Context: an optimization exercise on an open-source flow, tuned for small area, a short achievable clock period and few clock cycles per item. The choices shown serve that exercise and are no tape-out recipe. In this exercise RTL edits were held to simulation tests only and were not proved equivalent to the original.

Setup of before:
==> flow/design.v <==
module chacha20_core (
    input  wire         clk,
    input  wire         rst,         
    input  wire         in_valid,
    output wire         in_ready,
    input  wire [255:0] key,         
    input  wire [31:0]  counter,     
    input  wire [95:0]  nonce,       
    output reg          out_valid,
    input  wire         out_ready,
    output wire [511:0] block        
);
    localparam [127:0] CONST = {32'h6b206574, 32'h79622d32, 32'h3320646e, 32'h61707865};
    reg  [383:0] s_q;        
    reg  [511:0] x;          
    reg  [4:0]   rnd;        
    reg          busy;
    assign in_ready = !busy && (!out_valid || out_ready);
    wire accept = in_valid && in_ready;
    function [31:0] add32;
        input [31:0] a, b;
        reg [31:0] g, p, gn, pn;
        integer l, i, k;
        begin
            g = a & b;
            p = a ^ b;
            for (l = 0; l < 5; l = l + 1) begin
                gn = g;
                pn = p;
                for (i = 0; i < 32; i = i + 1) begin
                    if ((i >> l) & 1) begin
                        k = ((i >> l) << l) - 1;
                        gn[i] = g[i] | (p[i] & g[k]);
                        pn[i] = p[i] & p[k];
                    end
                end
                g = gn;
                p = pn;
            end
            add32 = a ^ b ^ {g[30:0], 1'b0};
        end
    endfunction
    function [127:0] qr;
        input [31:0] a_in, b_in, c_in, d_in;
        reg [31:0] a, b, c, d;
        begin
            a = a_in; b = b_in; c = c_in; d = d_in;
            a = add32(a, b); d = d ^ a; d = {d[15:0], d[31:16]};
            c = add32(c, d); b = b ^ c; b = {b[19:0], b[31:20]};
            a = add32(a, b); d = d ^ a; d = {d[23:0], d[31:24]};
            c = add32(c, d); b = b ^ c; b = {b[24:0], b[31:25]};
            qr = {d, c, b, a};
        end
    endfunction
    reg [511:0] y;           
    reg [511:0] xn;          
    integer j, r;
    always @(*) begin
        for (j = 0; j < 4; j = j + 1)
            {y[32*(12+j) +: 32], y[32*(8+j) +: 32], y[32*(4+j) +: 32], y[32*j +: 32]} =
                qr(x[32*j +: 32], x[32*(4+j) +: 32], x[32*(8+j) +: 32], x[32*(12+j) +: 32]);
        for (r = 0; r < 4; r = r + 1)
            for (j = 0; j < 4; j = j + 1)
                xn[32*(4*r+j) +: 32] = y[32*(4*r + ((r - j) & 3)) +: 32];
    end
    always @(posedge clk) begin
        if (rst) begin
            busy      <= 1'b0;
            out_valid <= 1'b0;
        end else if (accept) begin
            busy      <= 1'b1;
            out_valid <= 1'b0;
        end else if (busy) begin
            if (rnd == 5'd19) begin
                busy      <= 1'b0;
                out_valid <= 1'b1;
            end
        end else if (out_ready) begin
            out_valid <= 1'b0;
        end
    end
    always @(posedge clk) begin
        if (accept)
            rnd <= 5'd0;
        else if (busy)
            rnd <= rnd + 5'd1;
    end
    always @(posedge clk) begin
        if (accept) begin
            s_q <= {nonce, counter, key};
            x   <= {nonce, counter, key, CONST};
        end else if (busy) begin
            x   <= xn;
        end
    end
    chacha20_final u_final (.x(x), .s(s_q), .block(block));
endmodule
module chacha20_final (
    input  wire [511:0] x,
    input  wire [383:0] s,
    output wire [511:0] block
);
    localparam [127:0] CONST = {32'h6b206574, 32'h79622d32, 32'h3320646e, 32'h61707865};
    function [31:0] add32_bk;
        input [31:0] a, b;
        reg [31:0] g, p;
        integer d, i;
        begin
            g = a & b;
            p = a ^ b;
            for (d = 1; d < 32; d = d * 2)
                for (i = 2 * d - 1; i < 32; i = i + 2 * d) begin
                    g[i] = g[i] | (p[i] & g[i - d]);
                    p[i] = p[i] & p[i - d];
                end
            for (d = 8; d >= 1; d = d / 2)
                for (i = 3 * d - 1; i < 32; i = i + 2 * d) begin
                    g[i] = g[i] | (p[i] & g[i - d]);
                    p[i] = p[i] & p[i - d];
                end
            add32_bk = a ^ b ^ {g[30:0], 1'b0};
        end
    endfunction
    genvar gi;
    generate
        for (gi = 0; gi < 4; gi = gi + 1) begin : g_oc
            assign block[32*gi +: 32] = add32_bk(x[32*gi +: 32], CONST[32*gi +: 32]);
        end
        for (gi = 4; gi < 16; gi = gi + 1) begin : g_os
            assign block[32*gi +: 32] = add32_bk(x[32*gi +: 32], s[32*(gi-4) +: 32]);
        end
    endgenerate
endmodule
Settings: LEC_CHECK=0, ABC_AREA=1, CAP_MARGIN=20, CORE_MARGIN=2, CORE_UTILIZATION=60, SETUP_SLACK_MARGIN=5, SLEW_MARGIN=20, SYNTH_HIERARCHICAL=1; clock period 14.0 ns.
standard.sh (not shown) runs the stock make flow with config.mk's settings and CLKGATE_MAP_FILE= SYNTH_SCRIPT=/design/flow/synth_recipe.tcl, a recipe that flattens the netlist after the stock synthesis.
==> flow/flow/run.sh <==
#!/bin/bash
# Layout flow: the standard ORFS flow (standard.sh) with these changes:
#  - synthesis maps adders through ABC like the rest of the logic instead of
#    pre-mapping half/full adder cells (ADDER_MAP_FILE empty); registers are
#    unchanged
#  - global placement buffers every port with a buf_1 cell
#  - CTS inserts no dummy loads
set -uo pipefail
export ADDER_MAP_FILE=
export BUFFER_PORTS_ARGS="-buffer_cell sky130_fd_sc_hd__buf_1"
export CTS_ARGS="-sink_clustering_enable -repair_clock_nets -dont_use_dummy_load"
bash standard.sh SETUP_SLACK_MARGIN=6 finish > standard_flow.log 2>&1
Testbench counts of before, summed over its fixed seeds: cycles 8,072, items 384.
#### Input delta (after over before)
Settings: changing CORE_UTILIZATION from 60 to 65.
diff --git a/flow/flow/run.sh b/flow/flow/run.sh
--- a/flow/flow/run.sh
+++ b/flow/flow/run.sh
@@ -10,3 +10,3 @@
 export BUFFER_PORTS_ARGS="-buffer_cell sky130_fd_sc_hd__buf_1"
 export CTS_ARGS="-sink_clustering_enable -repair_clock_nets -dont_use_dummy_load"
-bash standard.sh SETUP_SLACK_MARGIN=6 finish > standard_flow.log 2>&1
+bash standard.sh SETUP_SLACK_MARGIN=8 finish > standard_flow.log 2>&1
Notes after the runs:
- Flow for after halted at global routing, error code GRT-0116.
- after ends up with a number of setup buffers added after CTS that is 3600% higher than in before.
- Compared with before, in after worst slack at placement -0.22 ns; number of enable-type register cells in the synthesized netlist about even; global placer's final weighted congestion increased 8.1%; height of the chip shows a reduction of 15 um.
- Re async set-or-reset flop fraction in the synthesized netlist: no difference whatsoever between before and after.
- Changes observed in after relative to before: number of clock buffers inserted by TritonCTS went down; synthesized cell count shows no meaningful change.
- Diff before -> after: initial core utilization saw an increase; number of placement rows saw a decrease.
- after: number of gates resized after cts higher than before

========
chacha20_core, a different RTL version from the one above (not shown whole).
Size: ~9,700 cells after synthesis.
==> flow/config.mk <==
export PLATFORM = sky130hd
export DESIGN_NAME = chacha20_core
export DESIGN_NICKNAME = chacha20_core
export VERILOG_FILES = /design/flow/design.v
export SDC_FILE = /design/flow/constraint.sdc
export NUM_CORES = 4
export LEC_CHECK = 0
export ABC_AREA = 1
export CAP_MARGIN = 20
export CORE_MARGIN = 2
export CORE_UTILIZATION = 60
export SETUP_SLACK_MARGIN = 4
export SLEW_MARGIN = 20
==> flow/constraint.sdc <==
create_clock -name core_clock -period 14.0 [get_ports {clk}]
set_input_delay 2.8000 -clock core_clock [delete_from_list [all_inputs] [get_ports {clk}]]
set_output_delay 2.8000 -clock core_clock [all_outputs]
set_load 0.01 [all_outputs]
==> flow/flow/run.sh <==
#!/bin/bash
# Layout flow: the standard ORFS flow (standard.sh, standard synthesis
# unchanged) with these changes:
#  - global placement buffers every port with a buf_1 cell
#  - CTS inserts no dummy loads
# The whole make output goes to standard_flow.log; ORFS keeps each step's
# tool log under orfs/logs/.
set -uo pipefail
export BUFFER_PORTS_ARGS="-buffer_cell sky130_fd_sc_hd__buf_1"
export CTS_ARGS="-sink_clustering_enable -repair_clock_nets -dont_use_dummy_load"
bash standard.sh finish > standard_flow.log 2>&1
Testbench counts at the start, summed over its fixed seeds: cycles 8,072, items 384.
Rerun with:
==> flow/run.sh (new file) <==
#!/bin/bash
# synth_recipe.tcl (not shown) runs the flow's synth.tcl, then flattens the netlist and writes it again
# the make line also repeats each setting of config.mk as NAME=value (left out here)
make -C /OpenROAD-flow-scripts/flow DESIGN_CONFIG=/design/flow/config.mk WORK_HOME=/design/flow/orfs CLKGATE_MAP_FILE= SYNTH_SCRIPT=/design/flow/synth_recipe.tcl finish
CORE_UTILIZATION = 40   (was 60)
SETUP_SLACK_MARGIN = not set   (was 4)
removed: flow/flow/run.sh
removed: flow/standard.sh
- cell area rose by 7.4%
- global-route usage fell by 12 points
- critical path depth rose by 4
- die area rose by 49%
- sequential cell count stays the same
- wire length rose by 14%
- via count fell by 5.8%
- clock skew fell by 0.0048 ns
- area after synthesis stays the same
- core utilization fell by 19 points
Rerun with:
SETUP_SLACK_MARGIN = 4   (was not set)
Effect: Via count hardly moves; design area went up by 1.4%; flip-flop and latch count is unchanged; register-to-register slack improves by 1.1 ns; wire length went down by 0.97%; critical path depth went down by 5; hold slack degrades by 0.015 ns; non-clock buffer count rises by 47.

-- afterwards: timing with drivers on the ports --
No port has a modelled driver above. Below, the same layouts with a new extraction and two added sets of constraints.
Step 1 assumes that a clkbuf_16 drives the clock port and a buf_2 every other input.
Step 2 times the ports against the registers' clock, not the clock port: input delays grow and output delays shrink by t, the midpoint of the rising clock arrivals with the driver on.
a / b / c = ideal ports / drivers / drivers and shift; a / b = the first two.
run	t, ns	slack for setup (ns)	worst hold slack (ns)	latest minus earliest clock arrival (ns)	cell pins on the clock port's net
before	0.843	5.720 / 5.720 / 5.720	0.539 / 0.539 / 0.539	0.091 / 0.091	1
the first run of note 2	0.808	3.938 / 3.938 / 3.938	0.495 / 0.495 / 0.495	0.070 / 0.070	1
the second run of note 2	0.888	3.169 / 3.169 / 3.169	0.514 / 0.514 / 0.514	0.064 / 0.064	1
the third run of note 2	0.887	4.281 / 4.281 / 4.281	0.499 / 0.499 / 0.499	0.047 / 0.048	1
After both steps every run listed still meets setup and hold.
